Context: an optimization exercise on an open-source flow, tuned for small area. The choices shown serve that exercise and are no tape-out recipe.
Only simulation tests tie the RTL to the original design; equivalence was not proved.
Power is estimated from default activity; no workload was simulated.

==> flow/design.v (excerpt) <==
module sfc (
    input  wire       clk,
    input  wire       rst,           
    input  wire       host_we,
    input  wire [7:0] host_addr,
    input  wire [7:0] host_wdata,
    output reg  [7:0] host_rdata,
    output wire       tx_valid,
    output reg  [7:0] tx_data,
    input  wire       tx_ack,
    input  wire       tx_err,
    output wire       rx_ready,
    input  wire       rx_valid,
    input  wire [7:0] rx_data,
    input  wire       rx_err,
    input  wire       timeout
);
    localparam A_OP      = 8'h00, A_STATUS  = 8'h01, A_CTRL    = 8'h02,
               A_ERRCODE = 8'h03, A_RKIND   = 8'h04, A_CMD     = 8'h05,
               A_PLEN    = 8'h06, A_ARG0    = 8'h07, A_ARG1    = 8'h08,
               A_TYPETAG = 8'h09, A_CSCALC  = 8'h0A, A_CSOK    = 8'h0B,
               A_DISCLO  = 8'h0C, A_DISCHI  = 8'h0D, A_TXCNT   = 8'h0E,
               A_RXCNT   = 8'h0F, A_PAYLOAD = 8'h10, A_TXBUF   = 8'h20,
               A_RXBUF   = 8'h40, A_PM25LO  = 8'h50, A_PM25HI  = 8'h51,
               A_PM10LO  = 8'h52, A_PM10HI  = 8'h53, A_FWYEAR  = 8'h54,
               A_FWMONTH = 8'h55, A_FWDAY   = 8'h56, A_FWIDLO  = 8'h57,
               A_FWIDHI  = 8'h58;
    localparam OP_SET_MODE = 8'h02, OP_QUERY = 8'h04, OP_DEVID  = 8'h05,
               OP_SLEEP    = 8'h06, OP_FW    = 8'h07, OP_PERIOD = 8'h08,
               OP_ENCODE   = 8'h10, OP_SYNC  = 8'h11, OP_DECODE = 8'h12,
               OP_XACT     = 8'h13;
    localparam E_NONE = 3'd0, E_INVAL = 3'd1, E_TRANSPORT = 3'd2, E_MALFORMED = 3'd3,
               E_CSUM = 3'd4, E_TIMEOUT = 3'd5, E_ABORTED = 3'd6;
    localparam K_NONE = 3'd0, K_ACK = 3'd1, K_DATA = 3'd2, K_FW = 3'd3,
               K_UNKNOWN = 3'd4, K_ENCODED = 3'd5, K_FRAME = 3'd6;
    localparam P_IDLE = 2'd0, P_TX = 2'd1, P_HUNT = 2'd2, P_CAPTURE = 2'd3;
    reg [1:0]   phase;
    reg [7:0]   op_q;
    reg         done_q, err_q, collide_q;
    reg         fwcs_en_q, to_en_q;
  ...
clock: 12.0 ns
lec_check: 0
cap_margin: 20
core_margin: 2
core_utilization: 40
cts_buf_list: sky130_fd_sc_hd__clkbuf_16
cts_cluster_diameter: 80
cts_cluster_size: 25
slew_margin: 20
run.sh (not shown) runs the stock make flow with config.mk's settings and CLKGATE_MAP_FILE= SYNTH_SCRIPT=/design/flow/synth_recipe.tcl, a recipe that flattens the netlist after the stock synthesis.
The first run finished clean.
Edit:
==> flow/flow/run.sh (new file) <==
#!/bin/bash
# Own layout flow: the standard ORFS flow (same make targets, config.mk,
# SDC and synth_recipe.tcl) with these changes:
#  1. Synthesis maps the combinational logic for area: Yosys's synth skips
#     its quick ABC pre-mapping in the "fine" stage (so full adders are
#     extracted from the $macc mapping without polarity inverters), and the
#     final ABC call runs flow/area.abc instead of ORFS's delay script.
#     Every other synthesis step, and so every register, is unchanged.
#  2. Port buffers are sky130_fd_sc_hd__buf_1 (every port still gets one).
#  3. CTS clusters 25 flip-flops per clkbuf_16 and adds no dummy loads.
# Each tool's output goes to a log of its own in this folder (make.log,
# write_def.log); ORFS also keeps its per-step logs under orfs/logs/.
set -euo pipefail
W=$(pwd)
export MY_ABC_SCRIPT="$W/flow/area.abc"
export BUFFER_PORTS_ARGS="-buffer_cell sky130_fd_sc_hd__buf_1"
export CTS_ARGS="-sink_clustering_enable -repair_clock_nets -sink_clustering_size 25 -sink_clustering_max_diameter 80 -buf_list sky130_fd_sc_hd__clkbuf_16 -dont_use_dummy_load"

cat > "$W/own_synth.tcl" <<EOF
source {$W/synth_recipe_head.tcl}
proc abc {args} {
  set i [lsearch -exact \$args -script]
  if {\$i >= 0} { set args [lreplace \$args [expr {\$i + 1}] [expr {\$i + 1}] \$::env(MY_ABC_SCRIPT)] }
  yosys abc {*}\$args
}
source {$W/synth_recipe_rest.tcl}
EOF
# synth_recipe.tcl's first line defines synth (with -nofsm -noshare); keep it
# and add -noabc to the "fine:" run.
head -n 1 "$W/synth_recipe.tcl" > "$W/synth_recipe_head.tcl"
cat >> "$W/synth_recipe_head.tcl" <<'EOF'
rename synth synth_recipe_proc
proc synth {args} {
  if {[lsearch -exact $args fine:] >= 0} { lappend args -noabc }
  synth_recipe_proc {*}$args
}
EOF
tail -n +2 "$W/synth_recipe.tcl" > "$W/synth_recipe_rest.tcl"

make -C "$FLOW_HOME" DESIGN_CONFIG="$W/config.mk" WORK_HOME="$W/orfs" CLKGATE_MAP_FILE= \
  SYNTH_SCRIPT="$W/own_synth.tcl" finish > "$W/make.log" 2>&1

R="$W/orfs/results/sky130hd/sfc/base"
: # left out here: write the final layout as DEF
==> flow/flow/area.abc (new file) <==
strash
ifraig
dc2
strash
&get -n
&st
&syn3
&dch -f
&nf -R 1000 -p
&st
&syn2
&dch -f
&nf -R 1000 -p
&st
&syn3
&dch -f
&nf -R 1000 -p
&put
==> flow/standard.sh (new file) <==
#!/bin/bash
# synth_recipe.tcl (not shown) runs the flow's synth.tcl, then flattens the netlist and writes it again
# the make line also repeats each setting of config.mk as NAME=value (left out here)
make -C /OpenROAD-flow-scripts/flow DESIGN_CONFIG=/design/flow/config.mk WORK_HOME=/design/flow/orfs CLKGATE_MAP_FILE= SYNTH_SCRIPT=/design/flow/synth_recipe.tcl "${@:-finish}"
CTS_BUF_LIST = not set   (was sky130_fd_sc_hd__clkbuf_16)
CTS_CLUSTER_DIAMETER = not set   (was 80)
CTS_CLUSTER_SIZE = not set   (was 25)
removed: flow/run.sh
Non-clock buffer count fell by 14. Routed wire length went down by roughly a tenth. Die area fell by a little under a tenth. Setup slack gets worse by 240 ps. Global-route usage came out lower by 2.1 points. First-iteration DRC count came out lower by a few percent. Critical path depth increases by 7.
Edit:
==> flow/flow/run.sh (replaced) <==
#!/bin/bash
# Own layout flow: the standard ORFS flow (same make targets, config.mk,
# SDC and synth_recipe.tcl) with these changes:
#  1. Synthesis maps the combinational logic for area: Yosys's synth skips
#     its quick ABC pre-mapping in the "fine" stage (so full adders are
#     extracted from the $macc mapping without polarity inverters), and the
#     final ABC call runs flow/area.abc instead of ORFS's delay script.
#     Every other synthesis step is unchanged, so the registers are the
#     standard synthesis's; the standard synthesis is run first and each
#     register gets the exact name it has there (without the pre-mapping
#     Yosys can record an enable's polarity differently in the name suffix).
#  2. Port buffers are sky130_fd_sc_hd__buf_1 (every port still gets one).
#  3. CTS clusters 25 flip-flops per clkbuf_16 and adds no dummy loads.
# Each tool's output goes to a log of its own in this folder (std_synth.log,
# std_regs.log, make.log, write_def.log); ORFS keeps its per-step logs under
# orfs/logs/ (orfs_std/logs/ for the standard synthesis).
set -euo pipefail
W=$(pwd)
R="$W/orfs/results/sky130hd/sfc/base"

# Standard synthesis, for the register names.
bash "$W/standard.sh" synth > "$W/std_synth.log" 2>&1
yosys -q -p "read_verilog $R/1_2_yosys.v; hierarchy -top $FLOW_TOP; select -write $W/std_regs.txt t:sky130_fd_sc_hd__*df*" > "$W/std_regs.log" 2>&1
mv "$W/orfs" "$W/orfs_std"

export MY_ABC_SCRIPT="$W/flow/area.abc"
export MY_STD_REGS="$W/std_regs.txt"
export BUFFER_PORTS_ARGS="-buffer_cell sky130_fd_sc_hd__buf_1"
export CTS_ARGS="-sink_clustering_enable -repair_clock_nets -sink_clustering_size 25 -sink_clustering_max_diameter 80 -buf_list sky130_fd_sc_hd__clkbuf_16 -dont_use_dummy_load"

# synth_recipe.tcl's first line defines synth (with -nofsm -noshare); keep it
# and add -noabc to the "fine:" run.
head -n 1 "$W/synth_recipe.tcl" > "$W/own_synth.tcl"
tail -n +2 "$W/synth_recipe.tcl" > "$W/synth_recipe_rest.tcl"
cat >> "$W/own_synth.tcl" <<EOF
rename synth synth_recipe_proc
proc synth {args} {
  if {[lsearch -exact \$args fine:] >= 0} { lappend args -noabc }
  synth_recipe_proc {*}\$args
}
proc abc {args} {
  set i [lsearch -exact \$args -script]
  if {\$i >= 0} { set args [lreplace \$args [expr {\$i + 1}] [expr {\$i + 1}] \$::env(MY_ABC_SCRIPT)] }
  yosys abc {*}\$args
}
source {$W/synth_recipe_rest.tcl}
source {$W/flow/std_names.tcl}
EOF

make -C "$FLOW_HOME" DESIGN_CONFIG="$W/config.mk" WORK_HOME="$W/orfs" CLKGATE_MAP_FILE= \
  SYNTH_SCRIPT="$W/own_synth.tcl" finish > "$W/make.log" 2>&1

: # left out here: write the final layout as DEF
==> flow/flow/std_names.tcl (new file) <==
# Give each register the name the standard synthesis gave it: same register
# (same name up to Yosys's "$_..." cell-type suffix), same cell type.
set top $::env(DESIGN_NAME)
set std [dict create]
set f [open $::env(MY_STD_REGS) r]
foreach l [split [read $f] "\n"] {
  if {$l eq ""} continue
  set n [string range $l [expr {[string first / $l] + 1}] end]
  dict set std [regsub {\$_[A-Z0-9_]+$} $n ""] $n
}
close $f
yosys cd $top
yosys select -write $::env(RESULTS_DIR)/own_regs.txt t:sky130_fd_sc_hd__*df*
set f [open $::env(RESULTS_DIR)/own_regs.txt r]
set renamed 0
foreach l [split [read $f] "\n"] {
  if {$l eq ""} continue
  set n [string range $l [expr {[string first / $l] + 1}] end]
  set b [regsub {\$_[A-Z0-9_]+$} $n ""]
  if {[dict exists $std $b] && [dict get $std $b] ne $n} {
    yosys rename $n [dict get $std $b]
    incr renamed
  }
}
close $f
yosys cd ..
puts "std_names: renamed $renamed registers"
# left out here: write 1_2_yosys.v
The new run completed without violations.
Via count stays the same.
Power is unchanged.
Global-route usage stays the same.
Routed wire length does not change.
First-iteration DRC count is unchanged.
Cell area does not change.
Worst setup slack does not change.
Synthesized cell count does not change.
Die area is unchanged.
Maximum frequency is unchanged.

port drivers added, routing unchanged:
The results above use ideal ports. As a check the final layouts listed here were re-extracted and re-timed, cells and wires unchanged. Step 1 assumes that a clkbuf_16 drives the clock port and a buf_2 every other input. Step 2 also shifts input and output timing later by t, the mid clock arrival at the registers, as if the neighbouring blocks saw the same clock. a / b / c = no drivers / after step 1 / after step 2; a / b = the first two.
| run | shift t [ns] | setup slack, ns | worst setup path after step 2 | cell pins on the clock port's net |
|---|---|---|---|---|
| the first run | 0.652 | 1.701 / 1.727 / 1.075 | input to register | 1 |
| the second run | 0.623 | 1.459 / 1.458 / 0.835 | input to register | 1 |
| the third run | 0.623 | 1.459 / 1.458 / 0.835 | input to register | 1 |
After both steps every run listed still meets setup and hold. The setup slack of the first run, which loses most, moves by +0.026 ns with the drivers and by -0.626 ns with both steps.
